This design comes from an exercise in tuning for small area, a short achievable clock period and few clock cycles per item on the open sky130 flow, not from production work. In this exercise RTL edits were held to simulation tests only and were not proved equivalent to the original. Power is estimated from default activity; no workload was simulated.

// sio_ctrl
module sio_ctrl (
    input  wire        clk,
    input  wire        rst,           
    input  wire        req_valid,
    output wire        req_ready,
    input  wire [35:0] req_word,      
    output wire        rsp_valid,
    output wire [15:0] rsp_data,
    output wire        rsp_refused,
    output wire [1:0]  rsp_mode,
    output wire [1:0]  rsp_tmode,
    output wire        rsp_sock,
    output wire        ev_valid,
    input  wire        ev_ready,
    output wire [4:0]  ev_kind,
    output wire [47:0] ev_data,
    input  wire        ev_ok,
    input  wire [15:0] ev_rdata
);
    localparam [3:0] OP_WRCNT   = 4'h1,
                     OP_WSIOCNT = 4'h2,
                     OP_WDATA   = 4'h3,
                     OP_RDATA   = 4'h4,
                     OP_WOTHER  = 4'h5,
                     OP_RESET   = 4'h8,
                     OP_SETDRV  = 4'h9,
                     OP_DESTROY = 4'hA;
    localparam [1:0] T_IDLE = 2'd0, T_PARSE = 2'd1, T_SEND = 2'd2, T_RECV = 2'd3;
    localparam CAP_INIT = 0, CAP_DEINIT = 1, CAP_LOAD = 2, CAP_UNLOAD = 3, CAP_WREG = 4;
    localparam [4:0] EV_ATTACH        = 5'd1,
                     EV_INIT          = 5'd2,
                     EV_DEINIT        = 5'd3,
                     EV_LOAD          = 5'd4,
                     EV_UNLOAD        = 5'd5,
                     EV_DRVWR_RCNT    = 5'd6,
  ...
Size: about 240 flip-flops, roughly 140 I/O pins, ~0.012 mm2 of cells after synthesis.
Settings: LEC_CHECK=0, CAP_MARGIN=20, CORE_MARGIN=2, CORE_UTILIZATION=40, PLACE_DENSITY=0.6, SLEW_MARGIN=20; clock period 6.0 ns.
standard.sh (not shown) runs the stock make flow with config.mk's settings and CLKGATE_MAP_FILE= SYNTH_SCRIPT=/design/flow/synth_recipe.tcl, a recipe that flattens the netlist after the stock synthesis.
==> flow/flow/run.sh <==
#!/bin/bash
# Standard layout, with the port buffers made from the smallest buffer cell
# (repair_timing and repair_design upsize them where timing needs it).
set -euo pipefail
export BUFFER_PORTS_ARGS="-buffer_cell sky130_fd_sc_hd__buf_1"
bash standard.sh > standard_flow.log 2>&1
Testbench counts at the start, summed over its fixed seeds: cycles 26,843, items 25,959.
Then changed:
==> flow/run.sh (new file) <==
#!/bin/bash
# synth_recipe.tcl (not shown) runs the flow's synth.tcl, then flattens the netlist and writes it again
# the make line also repeats each setting of config.mk as NAME=value (left out here)
make -C /OpenROAD-flow-scripts/flow DESIGN_CONFIG=/design/flow/config.mk WORK_HOME=/design/flow/orfs CLKGATE_MAP_FILE= SYNTH_SCRIPT=/design/flow/synth_recipe.tcl finish
SETUP_SLACK_MARGIN = 2.0   (was not set)
removed: flow/flow/run.sh
removed: flow/standard.sh
Outcome: Final cell count grows by about 0.9%. Via count falls by 0.32%. Worst setup slack is better by 0.48 ns. Final area is higher by 7.5%. Total power is about the same. Count of clock-buffer cells in the layout rose by 9. Sequential share of layout area shrinks by 3.5 points. Flip-flop and latch count stays the same. Clock power shrinks by about 5%. Clock skew is about the same. Maximum frequency rose by 12%.


sio_ctrl, a different RTL version from the one above (not shown whole).
Size: about 140 I/O pins, roughly 12,000 um2 of cells after synthesis.
==> flow/config.mk <==
export PLATFORM = sky130hd
export DESIGN_NAME = sio_ctrl
export DESIGN_NICKNAME = sio_ctrl
export VERILOG_FILES = /design/flow/design.v
export SDC_FILE = /design/flow/constraint.sdc
export NUM_CORES = 4
export LEC_CHECK = 0
export CAP_MARGIN = 20
export CORE_MARGIN = 2
export CORE_UTILIZATION = 40
export CTS_CLUSTER_SIZE = 20
export PLACE_DENSITY = 0.6
export SETUP_SLACK_MARGIN = 3.2
export SLEW_MARGIN = 20
==> flow/constraint.sdc <==
create_clock -name core_clock -period 6.0 [get_ports {clk}]
set_input_delay 1.2000 -clock core_clock [delete_from_list [all_inputs] [get_ports {clk}]]
set_output_delay 1.2000 -clock core_clock [all_outputs]
set_load 0.01 [all_outputs]
==> flow/flow/run.sh <==
#!/bin/bash
# Standard layout, with the port buffers made from the smallest buffer cell
# (repair_timing and repair_design upsize them where timing needs it).
set -euo pipefail
export BUFFER_PORTS_ARGS="-buffer_cell sky130_fd_sc_hd__buf_1"
bash standard.sh > standard_flow.log 2>&1
Testbench counts at the start, summed over its fixed seeds: cycles 26,843, items 25,959.
Then changed:
ABC_AREA = 1   (was unset)
SETUP_SLACK_MARGIN = 3.0   (was 3.2)
After rerunning:
- worst setup slack gains 74 ps
- non-clock buffer count goes down by 104
- design area goes down by 11%
- routed wire length goes down by 7.5%
- final cell count goes up by 5.6%
- core utilization goes down by 5.8 points
- die area is about the same
Then changed:
ABC_AREA = unset   (was 1)
SETUP_SLACK_MARGIN = 3.5   (was 3.0)
Result:
- hold slack improves by 5.5 ps
- die area is about the same
- combinational power rises by 13%
- total power goes down by about 0.9%
- maximum frequency hardly moves
- wire length goes up by 21%
- utilization goes up by 11 points
- first-iteration DRC count goes up by about 24%
- cell count came out lower by 3.5%
- clock power shrinks by about 5%
Then changed:
SETUP_SLACK_MARGIN = 3.0   (was 3.5)
The new run ran to the end with no violations.
Maximum frequency stays flat.
Cell area went down by 17%.
Count of clock-buffer cells in the layout grows by 1.
Register-to-register slack gets worse by 100 ps.
Via count falls by 8.9%.
Sequential cell count does not change.
Setup slack gains 8.2 ps.
Then changed:
SETUP_SLACK_MARGIN = 2.5   (was 3.0)
Final cell count drops by 3.4%. Count of clock-buffer cells in the layout does not change. Global-route usage drops by 0.94 points. Sequential share of layout area rose by 3.5 points.

-- port drivers added, routing unchanged --
The flow's constraints put no driver on any port. The routed layouts listed below were extracted and timed again, unchanged, in two steps.
Step 1 assumes that a clkbuf_16 drives the clock port and a buf_2 every other input.
Step 2 also shifts input and output timing later by t, the mid clock arrival at the registers, as if the neighbouring blocks saw the same clock.
a / b / c = no drivers / after step 1 / after step 2; a / b = the first two.
run	t (ns)	setup WS [ns]	hold WS [ns]	clock arrival spread, ns	cell pins on the clock port's net
the first run of note 1	0.575	1.634 / 1.664 / 1.088	0.483 / 0.483 / 0.483	0.016 / 0.015	1
the second run of note 1	0.579	2.111 / 2.088 / 1.643	0.484 / 0.484 / 0.484	0.018 / 0.018	1
the first run of note 2	0.587	2.854 / 2.808 / 2.543	0.455 / 0.455 / 0.455	0.031 / 0.030	1
the second run of note 2	0.595	2.929 / 2.890 / 2.494	0.474 / 0.474 / 0.474	0.015 / 0.015	1
the third run of note 2	0.603	2.921 / 2.873 / 2.540	0.480 / 0.480 / 0.480	0.017 / 0.017	1
the fourth run of note 2	0.591	2.929 / 2.889 / 2.481	0.452 / 0.452 / 0.452	0.016 / 0.016	1
the fifth run of note 2	0.579	2.557 / 2.534 / 2.104	0.452 / 0.452 / 0.452	0.012 / 0.011	1
After both steps every run listed still meets setup and hold. For the first run of note 1, which loses most, drivers alone change the setup slack by +0.030 ns; drivers and shift together by -0.546 ns.
